What follows belongs to an exercise in optimizing a design on an open flow for small area, a short achievable clock period and few clock cycles per item; a production flow would make more cautious choices.
The RTL was checked by simulation tests, not by an equivalence proof against the original design.

### flow/constraint.sdc
create_clock -name core_clock -period 17.0 [get_ports {clk}]
set_input_delay 3.4000 -clock core_clock [delete_from_list [all_inputs] [get_ports {clk}]]
set_output_delay 3.4000 -clock core_clock [all_outputs]
set_load 0.01 [all_outputs]
### flow/design.v
module cmix_mixer (
    input  wire        clk,
    input  wire        reset,
    input  wire [63:0] cmd,
    input  wire        cmd_valid,
    output wire        cmd_ready,
    output wire [31:0] rsp,
    output reg         rsp_valid
);
    function [20:0] sq_tab(input [4:0] i);
        case (i)
            5'd0:  sq_tab = {12'd1,    9'd1};
            5'd1:  sq_tab = {12'd2,    9'd1};
            5'd2:  sq_tab = {12'd3,    9'd3};
            5'd3:  sq_tab = {12'd6,    9'd4};
            5'd4:  sq_tab = {12'd10,   9'd6};
            5'd5:  sq_tab = {12'd16,   9'd11};
            5'd6:  sq_tab = {12'd27,   9'd18};
            5'd7:  sq_tab = {12'd45,   9'd28};
            5'd8:  sq_tab = {12'd73,   9'd47};
            5'd9:  sq_tab = {12'd120,  9'd74};
            5'd10: sq_tab = {12'd194,  9'd116};
            5'd11: sq_tab = {12'd310,  9'd178};
            5'd12: sq_tab = {12'd488,  9'd259};
            5'd13: sq_tab = {12'd747,  9'd354};
            5'd14: sq_tab = {12'd1101, 9'd445};
            5'd15: sq_tab = {12'd1546, 9'd501};
            5'd16: sq_tab = {12'd2047, 9'd502};
            5'd17: sq_tab = {12'd2549, 9'd445};
            5'd18: sq_tab = {12'd2994, 9'd354};
            5'd19: sq_tab = {12'd3348, 9'd259};
            5'd20: sq_tab = {12'd3607, 9'd178};
            5'd21: sq_tab = {12'd3785, 9'd116};
            5'd22: sq_tab = {12'd3901, 9'd74};
            5'd23: sq_tab = {12'd3975, 9'd47};
            5'd24: sq_tab = {12'd4022, 9'd28};
            5'd25: sq_tab = {12'd4050, 9'd18};
            5'd26: sq_tab = {12'd4068, 9'd11};
            5'd27: sq_tab = {12'd4079, 9'd6};
            5'd28: sq_tab = {12'd4085, 9'd4};
            5'd29: sq_tab = {12'd4089, 9'd3};
            5'd30: sq_tab = {12'd4092, 9'd1};
            default: sq_tab = {12'd4093, 9'd1};
        endcase
    endfunction
    function [11:0] squash(input [14:0] q);
        reg [20:0] t;
        reg [15:0] m;
        begin
            t = sq_tab({~q[11], q[10:7]});
            m = t[8:0] * q[6:0] + 16'd64;
            if (q[14])
                squash = 12'd4095;
            else if (q[13])
                squash = 12'd0;
            else
                squash = t[20:9] + {3'd0, m[15:7]};
        end
    endfunction
    function signed [15:0] sat16_17(input signed [16:0] v);
        if (v[16] != v[15])
            sat16_17 = v[16] ? 16'sh8000 : 16'sh7fff;
        else
            sat16_17 = v[15:0];
    endfunction
    localparam integer CW = 6 + 16 + 24;
    wire [7:0]    i_op = cmd[63:56];
    wire [CW-1:0] i_f  = {i_op == 8'h01, i_op == 8'h40, i_op == 8'h42,
                          i_op == 8'h43, i_op == 8'h44, i_op == 8'h50,
                          cmd[39:24], cmd[23:0]};
    reg          s_v;
    reg [CW-1:0] s_f;
    reg          e_v;
    reg [CW-1:0] e_f;
    wire        e_sety = e_f[45];
    wire        e_add  = e_f[44];
    wire        e_set  = e_f[43];
    wire        e_p    = e_f[42];
    wire        e_upd  = e_f[41];
    wire        e_sq   = e_f[40];
    wire [15:0] e_pp   = e_f[39:24];
    wire [23:0] e_c    = e_f[23:0];
    assign cmd_ready = !s_v;
    reg         y;
    reg  [11:0] res;
    reg   [4:0] nx;
    reg   [3:0] base4;           
    reg   [2:0] ncxt;
    reg   [2:0] cxt [0:5];
    reg  [11:0] pr  [0:5];
    reg         nx2f;            
    reg  [11:0] base2;
    reg  signed [15:0] wx2 [0:5];
    reg  signed [15:0] tx2 [0:5];
    reg [127:0] wcol [0:15];
    reg  [15:0] tcol [0:15];
    reg  [15:0] vflag;           
    reg         ph_rot, ph_inpl, ph_pend, ph_dot, ph_first, ph_even;
    reg   [1:0] ph_src;          
    reg   [2:0] ph_j;
    reg  [15:0] ph_t;
    reg   [3:0] head;
    reg         tr_active;
    reg   [4:0] tr_n;
    reg   [2:0] tr_ncxt;
    reg   [2:0] tr_j;
    reg   [2:0] maxocc;
    reg   [2:0] occ [0:5];
    reg  signed [15:0] la_r [0:5];
    reg  signed [15:0] lb_r [0:5];
    reg         [31:0] lr   [0:5];    
    reg         da_v, da_first, da_even, db_v, db_first, db_even;
    reg  signed [31:0] dprod [0:7];
    reg          [7:0] dneg_r;
    reg  signed [35:0] racc  [0:7];
    reg          [7:0] wflag;
    reg         [30:0] dp8   [0:7];   
    reg         pf1, pf2, pf3, pf4, pf5, pf6;
    reg         p_nx0, p_tr;
    reg  signed [25:0] z;
    reg         [14:0] zbq, zoq;
    reg   [5:0] tk_v, tk_p;
    reg         t1_sq;
    reg  [14:0] t1_q;
    reg  [11:0] tk_val [2:6];
    reg   [6:2] tk_sq;
    integer s, v, k;
    wire p_busy    = pf1 | pf2 | pf3 | pf4 | pf5 | pf6;
    wire aligned   = (head == nx[3:0]);
    wire head_pend = tr_active && ({1'b0, head} < tr_n);
    wire last_sub  = (tr_j == maxocc);
    wire need_idle = e_v && (e_p || e_upd || e_set);
    wire want_add  = e_v && e_add && !nx[4] && aligned;
    wire want_pad  = e_v && e_p && aligned && !tr_active && (nx[2:0] != 3'd0);
    wire auto_rot  = !aligned || (tr_active && need_idle);
    wire rot_req   = want_add || want_pad || auto_rot;
    wire inplace   = rot_req && head_pend && !last_sub;
    wire rot       = rot_req && !inplace;
    wire add_go    = want_add && !inplace;
    wire pad_go    = want_pad && !inplace;
    wire p_go   = e_v && e_p && aligned && !tr_active && (nx[2:0] == 3'd0) &&
                  !ph_dot && !da_v && !db_v && !p_busy;
    wire upd_go = e_v && e_upd && aligned && !tr_active && !pf1 && !pf2;
    wire set_go = e_v && e_set && !tr_active && !pf1;
    wire e_done = e_v && ((e_add && (nx[4] || add_go)) || p_go || upd_go || set_go ||
                          !(e_add || e_p || e_upd || e_set));
    wire e_free = !e_v || e_done;
    wire ynext = (e_v && e_sety) ? e_c[0] : y;
    reg  signed [15:0] err_n [0:5];
    wire signed [13:0] e2v  = $signed({1'b0, ynext, 12'd0}) - $signed({2'b00, base2});
    wire        [15:0] e2x3 = {{2{e2v[13]}}, e2v} + {{1{e2v[13]}}, e2v, 1'b0};
    wire        [15:0] e2r  = e2x3 + {15'd0, e2x3[15]};
    wire signed [15:0] err2_n = {e2r[15], e2r[15:1]};
    always @(*) begin
        for (s = 0; s < 6; s = s + 1)
            err_n[s] = ({2'b00, ynext, 12'd0} - {3'd0, pr[s]}) * 16'sd7;
    end
    reg [15:0] t_next;
    always @(*) begin
        case ({ph_rot, rot})
            2'b00:          t_next = tcol[0];
            2'b01, 2'b10:   t_next = tcol[1];
            default:        t_next = tcol[2];
        endcase
    end
    reg signed [15:0] wx2_n [0:5];
    always @(*) begin
        for (s = 0; s < 6; s = s + 1)
            wx2_n[s] = p_tr ? sat16_17({wx2[s][15], wx2[s]} + {lr[s][31], lr[s][31:16]})
                            : wx2[s];
    end
    reg  [15:0] stepv [0:7];
    reg  [15:0] win   [0:7];
    reg [127:0] wtr;
    reg  [16:0] wsum;
    always @(*) begin
        for (v = 0; v < 8; v = v + 1) begin
            stepv[v] = 16'd0;
            for (s = 0; s < 6; s = s + 1)
                if (ph_pend && s < tr_ncxt && cxt[s] == v && occ[s] == ph_j)
                    stepv[v] = stepv[v] | lr[s][31:16];
            win[v] = vflag[0] ? 16'd512 : wcol[0][16*v +: 16];
            wsum   = {win[v][15], win[v]} + {stepv[v][15], stepv[v]};
            wtr[16*v +: 16] = sat16_17(wsum);
        end
    end
    wire signed [15:0] t15 = tcol[15];
    reg  signed [35:0] dbase [0:7];
    reg  signed [35:0] dnext [0:7];
    always @(*) begin
        for (v = 0; v < 8; v = v + 1) begin
            if (db_first)
                dbase[v] = 36'sd0;
            else if (db_even)
                dbase[v] = {racc[v][35:8], 8'd0};
            else
                dbase[v] = racc[v];
            dnext[v] = dbase[v] + {{4{dprod[v][31]}}, dprod[v]}
                       - ((!db_even && wflag[v] && dneg_r[v]) ? 36'sh100000000 : 36'sd0);
        end
    end
    reg  signed [27:0] dpa;
    reg  signed [31:0] dp9;
    reg  signed [22:0] dpv;
    reg         [30:0] dp8_n [0:7];
    always @(*) begin
        for (v = 0; v < 8; v = v + 1) begin
            dpa = racc[v][35:8];
            dp9 = {{4{dpa[27]}}, dpa} + {{1{dpa[27]}}, dpa, 3'd0};
            dpv = dp9[31:9];
            dp8_n[v][14]    = (dpv >= 23'sd2047);
            dp8_n[v][13]    = (dpv <= -23'sd2047);
            dp8_n[v][12:0]  = dpv[12:0];
            dp8_n[v][30:15] = (dpv > 23'sd32767) ? 16'h7fff :
                              (dpv < -23'sd32768) ? 16'h8000 : dpv[15:0];
        end
    end
    reg [30:0] psel [0:5];
    always @(*) begin
        for (s = 0; s < 6; s = s + 1)
            psel[s] = p_nx0 ? 31'd0 : dp8[cxt[s]];
    end
    wire [11:0] u0 = squash(pf6 ? zbq : pf2 ? psel[3][14:0] : psel[0][14:0]);
    wire [11:0] u1 = squash(pf6 ? zoq : pf2 ? psel[4][14:0] : psel[1][14:0]);
    wire [11:0] u2 = squash(pf2 ? psel[5][14:0] : psel[2][14:0]);
    wire [11:0] usq = squash(t1_q);
    wire [31:0] q0 = lr[0] + lr[1] - 32'h10000;
    wire [31:0] q1 = lr[2] + lr[3] - 32'h10000;
    wire [31:0] q2 = lr[4] + lr[5] - 32'h10000;
    wire signed [25:0] zsum = $signed(q0[31:8]) + $signed(q1[31:8]) + $signed(q2[31:8]);
    wire signed [31:0] z15  = {{6{z[25]}}, z} * 32'sd15;
    wire signed [18:0] zb   = z15[31:13];
    wire signed [16:0] zo   = z[25:9];
    wire [14:0] zbq_n = {zb >= 19'sd2047, zb <= -19'sd2047, zb[12:0]};
    wire [14:0] zoq_n = {zo >= 17'sd2047, zo <= -17'sd2047, zo[12:0]};
    wire signed [23:0] e_d = e_c;
    wire [14:0] e_q = {e_d >= 24'sd2047, e_d <= -24'sd2047, e_c[12:0]};
    reg [2:0] occ_n [0:5];
    reg [2:0] maxocc_n;
    always @(*) begin
        maxocc_n = 3'd0;
        for (s = 0; s < 6; s = s + 1) begin
            occ_n[s] = 3'd0;
            for (k = 0; k < 6; k = k + 1)
                if (k < s && cxt[k] == cxt[s])
                    occ_n[s] = occ_n[s] + 3'd1;
            if (s < ncxt && occ_n[s] > maxocc_n)
                maxocc_n = occ_n[s];
        end
    end
    wire [3:0] set_idx  = {1'b0, base4[2:0]} + {1'b0, e_c[2:0]};
    wire       set_ok   = (ncxt != 3'd6) && !base4[3] && !(|e_c[23:3]) && !set_idx[3];
    wire [4:0] base_sum = {1'b0, base4} + {1'b0, e_pp[3:0]};
    wire [3:0] base_new = ((|e_pp[15:3]) || base_sum[4] || base_sum[3]) ? 4'd8 : base_sum[3:0];
    always @(posedge clk) begin
        if (s_v) begin
            if (e_free) e_f <= s_f;
        end else if (cmd_valid) begin
            if (e_free) e_f <= i_f;
            else        s_f <= i_f;
        end
        ph_pend  <= head_pend;
        ph_j     <= tr_j;
        ph_src   <= add_go ? 2'd1 : (pad_go ? 2'd2 : 2'd0);
        ph_t     <= e_pp;
        ph_first <= (nx == 5'd0);
        ph_even  <= !nx[0];
        if (ph_rot) begin
            for (k = 0; k < 15; k = k + 1) begin
                wcol[k] <= wcol[k+1];
                tcol[k] <= tcol[k+1];
            end
            wcol[15] <= wtr;
            tcol[15] <= (ph_src == 2'd1) ? ph_t : (ph_src == 2'd2) ? 16'd0 : tcol[0];
        end else if (ph_inpl) begin
            wcol[0] <= wtr;
        end
        for (s = 0; s < 6; s = s + 1) begin
            lr[s] <= la_r[s] * lb_r[s] + 32'sh8000;
            if (p_go || pf2)
                la_r[s] <= tx2[s];
            else
                la_r[s] <= t_next;
            if (p_go)
                lb_r[s] <= err2_n;
            else if (pf2)
                lb_r[s] <= wx2_n[s];
            else if (!tr_active)
                lb_r[s] <= err_n[s];
        end
        da_first <= ph_first;
        da_even  <= ph_even;
        db_first <= da_first;
        db_even  <= da_even;
        for (v = 0; v < 8; v = v + 1) begin
            dprod[v]  <= t15 * $signed(wcol[15][16*v +: 16]);
            dneg_r[v] <= (t15 == 16'sh8000) && (wcol[15][16*v +: 16] == 16'h8000);
            dp8[v]    <= dp8_n[v];
        end
        if (db_v) begin
            for (v = 0; v < 8; v = v + 1)
                racc[v] <= dnext[v];
            wflag <= dneg_r;
        end
        if (p_go) begin
            p_nx0 <= (nx == 5'd0);
            p_tr  <= nx2f;
        end
        if (pf4)
            z <= zsum;
        zbq <= zbq_n;
        zoq <= zoq_n;
        if (upd_go) begin
            for (s = 0; s < 6; s = s + 1)
                occ[s] <= occ_n[s];
            maxocc  <= maxocc_n;
            tr_n    <= nx;
            tr_ncxt <= ncxt;
        end
        tk_p   <= {tk_p[4:0], e_p};
        t1_sq  <= e_sq;
        t1_q   <= e_q;
        tk_sq[2] <= t1_sq;
        tk_val[2] <= usq;
        for (k = 3; k <= 6; k = k + 1) begin
            tk_sq[k]  <= tk_sq[k-1];
            tk_val[k] <= tk_val[k-1];
        end
        if (reset) begin
            s_v       <= 1'b0;
            e_v       <= 1'b0;
            y         <= 1'b0;
            res       <= 12'd0;
            nx        <= 5'd0;
            base4     <= 4'd0;
            ncxt      <= 3'd0;
            nx2f      <= 1'b0;
            base2     <= 12'd0;
            vflag     <= 16'hffff;
            head      <= 4'd0;
            ph_rot    <= 1'b0;
            ph_inpl   <= 1'b0;
            ph_dot    <= 1'b0;
            tr_active <= 1'b0;
            tr_j      <= 3'd0;
            da_v      <= 1'b0;
            db_v      <= 1'b0;
            pf1       <= 1'b0;
            pf2       <= 1'b0;
            pf3       <= 1'b0;
            pf4       <= 1'b0;
            pf5       <= 1'b0;
            pf6       <= 1'b0;
            tk_v      <= 6'd0;
            rsp_valid <= 1'b0;
            for (s = 0; s < 6; s = s + 1) begin
                wx2[s] <= 16'sh7fff;
                pr[s]  <= 12'd0;
                cxt[s] <= 3'd0;
            end
        end else begin
            if (s_v) begin
                if (e_free) begin
                    s_v <= 1'b0;
                    e_v <= 1'b1;
                end
            end else if (cmd_valid) begin
                if (e_free) e_v <= 1'b1;
                else        s_v <= 1'b1;
            end else if (e_done) begin
                e_v <= 1'b0;
            end
            tk_v      <= {tk_v[4:0], e_done};
            rsp_valid <= tk_v[5];
            if (tk_v[5]) begin
                if (tk_p[5])
                    res <= u1;
                else if (tk_sq[6])
                    res <= tk_val[6];
            end
            ph_rot  <= rot;
            ph_inpl <= inplace;
            ph_dot  <= add_go;
            if (rot) begin
                head <= head + 4'd1;
                tr_j <= 3'd0;
                if (head_pend && {1'b0, head} == tr_n - 5'd1)
                    tr_active <= 1'b0;
            end else if (inplace) begin
                tr_j <= tr_j + 3'd1;
            end
            if (add_go || pad_go)
                nx <= nx + 5'd1;
            if (ph_rot)
                vflag <= {1'b0, vflag[15:1]};
            else if (ph_inpl)
                vflag[0] <= 1'b0;
            da_v <= ph_dot;
            db_v <= da_v;
            if (e_v && e_sety)
                y <= e_c[0];
            if (set_go && set_ok) begin
                cxt[ncxt] <= set_idx[2:0];
                ncxt      <= ncxt + 3'd1;
                base4     <= base_new;
            end
            if (upd_go) begin
                if (ncxt != 3'd0 && nx != 5'd0)
                    tr_active <= 1'b1;
                nx    <= 5'd0;
                base4 <= 4'd0;
                ncxt  <= 3'd0;
            end
            pf1 <= p_go;
            pf2 <= pf1;
            pf3 <= pf2;
            pf4 <= pf3;
            pf5 <= pf4;
            pf6 <= pf5;
            if (p_go)
                nx2f <= 1'b1;
            if (pf1) begin
                for (s = 0; s < 6; s = s + 1)
                    tx2[s] <= (s < ncxt) ? $signed(psel[s][30:15]) : 16'sd0;
                if (ncxt > 3'd0) pr[0] <= u0;
                if (ncxt > 3'd1) pr[1] <= u1;
                if (ncxt > 3'd2) pr[2] <= u2;
            end
            if (pf2) begin
                for (s = 0; s < 6; s = s + 1)
                    wx2[s] <= wx2_n[s];
                if (ncxt > 3'd3) pr[3] <= u0;
                if (ncxt > 3'd4) pr[4] <= u1;
                if (ncxt > 3'd5) pr[5] <= u2;
            end
            if (pf6)
                base2 <= u0;
        end
    end
    assign rsp = {20'd0, res};
endmodule
### flow/config.mk
export PLATFORM = sky130hd
export DESIGN_NAME = cmix_mixer
export DESIGN_NICKNAME = cmix_mixer
export VERILOG_FILES = /design/flow/design.v
export SDC_FILE = /design/flow/constraint.sdc
export NUM_CORES = 4
export LEC_CHECK = 0
export CAP_MARGIN = 20
export CORE_MARGIN = 2
export CORE_UTILIZATION = 40
export PLACE_DENSITY = 0.6
export SETUP_SLACK_MARGIN = 5
export SLEW_MARGIN = 20
### flow/run.sh
#!/bin/bash
# synth_recipe.tcl (not shown) runs the flow's synth.tcl, then flattens the netlist and writes it again
# the make line also repeats each setting of config.mk as NAME=value (left out here)
make -C /OpenROAD-flow-scripts/flow DESIGN_CONFIG=/design/flow/config.mk WORK_HOME=/design/flow/orfs CLKGATE_MAP_FILE= SYNTH_SCRIPT=/design/flow/synth_recipe.tcl finish
==> run notes <==
[final timing paths]
kind,start,end,slack [ps],cells past startpoint
worst max-delay path,cxt[5][0],pr[2][9],5520,38
worst min-delay path,wcol[14][67],wcol[13][67],300,0
worst min register to register,wcol[14][67],wcol[13][67],300,0
worst max register to register,cxt[5][0],pr[2][9],5520,38
[cell type report]
class                           count  area share
Multi-Input combinational cell  22056       0.551
Timing Repair Buffer              588      0.0129
Inverter                         5842      0.0583
Antenna cell                       81    0.000538
Sequential cell                  4137       0.298
Tap cell                        11490      0.0382
Clock inverter                    297     0.00850
Clock buffer                      548      0.0325
[kinds of logic after synthesis]
group                      Yosys count  share of synthesized area
AOI/OAI and AO/OA                 4997                     0.0957
adders and majority gates         6735                      0.329
and+or+nand+nor                   8354                      0.117
buffers and inverters             7205                     0.0791
xor gates and xnor gates          1456                     0.0368
muxes                              494                     0.0177
DFF                               4137                      0.324
other                                1                  0.0000108
[sequential cells by signal, indices dropped and copies added (netlist names), 16 cells and up]
signal,flops
dp8,240
pr,72
racc,288
tx2,96
z,26
tk_val,60
wcol,2048
e_f,46
vflag,16
s_f,46
cxt,18
ph_t,16
wx2,96
dprod,256
tcol,256
la_r,96
lr,192
lb_r,96
[metal layers]
| metal | GRT usage | part of all wire | vias to the layer above |
|---|---|---|---|
| met4 | 0.126 | 0.065 | 68 |
| met1 | 0.316 | 0.41 | 122583 |
| met3 | 0.0512 | 0.082 | 2392 |
| met2 | 0.376 | 0.44 | 9176 |
| li1 | - | - | 108823 |
| met5 | 0.00114 | 0.00042 | - |
[cell usage after synthesis, types with 122 or more instances]
library cell  number  area share
or2_2            139      0.0025
o21ai_0          944       0.014
nand3_1          390      0.0056
nor3_1           302      0.0044
a211oi_1         207      0.0045
nand2_1         2841       0.031
clkbuf_1        1147       0.012
dfxtp_1         1184       0.068
nor2b_1          364      0.0066
and3_1           122      0.0022
a21o_1           418      0.0091
fa_1            3973        0.23
o21bai_1         174      0.0038
mux2i_1          223      0.0064
o21a_1           164      0.0036
nand2b_1         615       0.011
inv_1           5832       0.063
nor4_1           123      0.0022
and2_1          1530       0.028
o211ai_1         138      0.0030
xnor2_1          974       0.025
a21oi_1         1271       0.018
mux2_2           196      0.0064
ha_1            2755       0.099
a22oi_1          434      0.0094
o22ai_1          123      0.0022
xor2_1           482       0.012
edfxtp_1        2953        0.26
nor2_1          1551       0.017
[through the flow]
| step | setup WS (ps) | hold WS [ps] |
|---|---|---|
| 4_1_cts | 5690 | 298 |
| 3_3_place_gp | 5660 | 310 |
| 2_1_floorplan | -228 | 310 |
| 5_1_grt | 5080 | 305 |
| 3_5_place_dp | 5700 | 312 |
| 6_report | 5520 | 304 |
[cells in the final DEF (no fill, tap or decap), types with 86 or more instances in the layout]
master,synthesis,layout
nor2_1,1551,1523
a21boi_0,86,86
xnor2_1,974,956
ha_1,2755,2755
edfxtp_1,2953,2953
mux2_2,196,196
fa_1,3973,3973
o21a_1,164,164
xor2_1,482,477
nor3_1,302,290
a211o_1,94,94
nor2b_1,364,355
o211ai_1,138,138
mux2i_1,223,222
nand2b_1,615,615
a221oi_1,117,111
a21oi_1,1271,1266
or2_2,139,138
nand3_1,390,390
o21bai_1,174,174
and3_1,122,121
buf_4,39,496
a21o_1,418,418
nor4_1,123,119
o21ai_0,944,940
nand4_1,113,113
clkbuf_16,0,467
inv_1,5832,5829
and2_1,1530,1529
a22oi_1,434,434
a211oi_1,207,206
a31oi_1,111,111
nand2_1,2841,2838
dfxtp_1,1184,1171
o22ai_1,123,123
or3_1,108,107
[critical path: cells and delay by family, from the launching register on]
family,cells,cell delay [ps]
simple gates,5,1630
xor+xnor,2,520
flops,1,360
mux,2,570
buf+inv,7,1600
fa+ha+maj,7,2570
compound gates,15,3920
==> impl_metrics.tcl <==
set metrics [dict create \
    slew_violations 0 \
    max_cap_violations 0 \
    multi_input_area_um2 207000 \
    final_cells 45039 \
    placedInstanceArea_um2 361000 \
    crit_arrival_ps 12390 \
    antenna_found_initial 156 \
    final_core_util 0.437 \
    overflow 0 \
    grt_pass1_vias 249345 \
    grt_pass1_wl_um 1590000 \
    design_area_um2 377000 \
    fp.dieH_um 935 \
    synth.distinct_cells 128 \
    rsz0062_at_grt "false" \
    dieArea_um2 874000 \
    synthArstFlopShare 0 \
    cp_slowest_stage_delay_ps 830 \
    drc 0 \
    cts_max_level 5 \
    setup_viol 0 \
    area_delta_synth_final_pct 8.68 \
    core_area_um2 863000 \
    ys_ff_latch 4137 \
    worstSetupEndpointType "register" \
    final.setup.tns_ps 0 \
    period_minus_slack_ps 11480 \
    numCtsBuffers 451 \
    clock-sinks 4137 \
    hold_buffers 0 \
    avgViaCountPerCell 5.40 \
    gp_congestion 0.991 \
    critPathMaxFanout 21 \
    netlist_instances 33379 \
    nNetsFinal 39871 \
    tightest_slew_ps 1390 \
    seq_area_um2 112000 \
    max_freq_mhz 87.1 \
    status "finished clean" \
    placed_cells 44111 \
    fin_skew_ps 185 \
    io_buffer_count 64 \
    synth_edf_count 2953 \
    ant_nets 0 \
    insertion_delay_ps 1190 \
    start_util 0.402 \
    required_ps 17910 \
    core.rowCount 341 \
    synth_area_um2 347000 \
    cts_setup_buffers 0 \
    path_class "register to register" \
    hold_class "register to register" \
    slowest_stage "a21oi_1" \
    finalCritPeriodShare 0.675 \
    synthFlopType "edfxtp_1" \
    grt_max_degree 206 \
    place_hpwl_um 801000 \
    grt_util_all_layers 0.241 \
    syn-mean-instance-area_um2 10.4 \
    firstDrtPassIters 10 \
    num_vias 243042 \
    clockBufferDepth 4 \
    synth_warnings 23 \
    chipWidth_um 935 \
    cts_tree "done" \
    cts_resized 0 \
    drt_wl_total_um 1060000 \
    num_io_pins 101 \
    cts-root-buf "clkbuf_16" \
    drive_above_1_share 0.0569 \
    path_clk_slew_ps 60 \
    num-fill-cells 81291 \
    cp-start-kind "register" \
    synth_seq_area_share 0.324 \
    relSlewSlack 0.0727 \
    hold_viol_final 0 \
    wl_per_cell_um 23.6 \
    drt_iter0_drc 21791 \
    timing.critical_path.mode_cell "a21oi_1" \
]
Testbench counts, summed over its fixed seeds: cycles 62,464, bits 2,400.

afterwards: timing with drivers on the ports:
Ports are ideal in the flow. The routed layout listed here was re-timed in OpenROAD.
Step 1 sets driving cells, clkbuf_16 on the clock port and buf_2 on the other inputs (assumed; they add their load-dependent delay and slew).
Step 2 moves the port delays by t, midway between the first and last clock arrival at a register: inputs arrive t later, outputs are due t later. That takes back most of the time a late clock gives input paths.
Three values: ideal ports, drivers, drivers and shift; two values: the first two.
t (ns): 1.232
slack for setup (ns): 5.523 / 5.523 / 5.523
pins driven straight from the clock port: 1
After both steps setup and hold are still met in this run. The setup slack of this run moves by 0.000 ns with the drivers and by 0.000 ns with both steps.
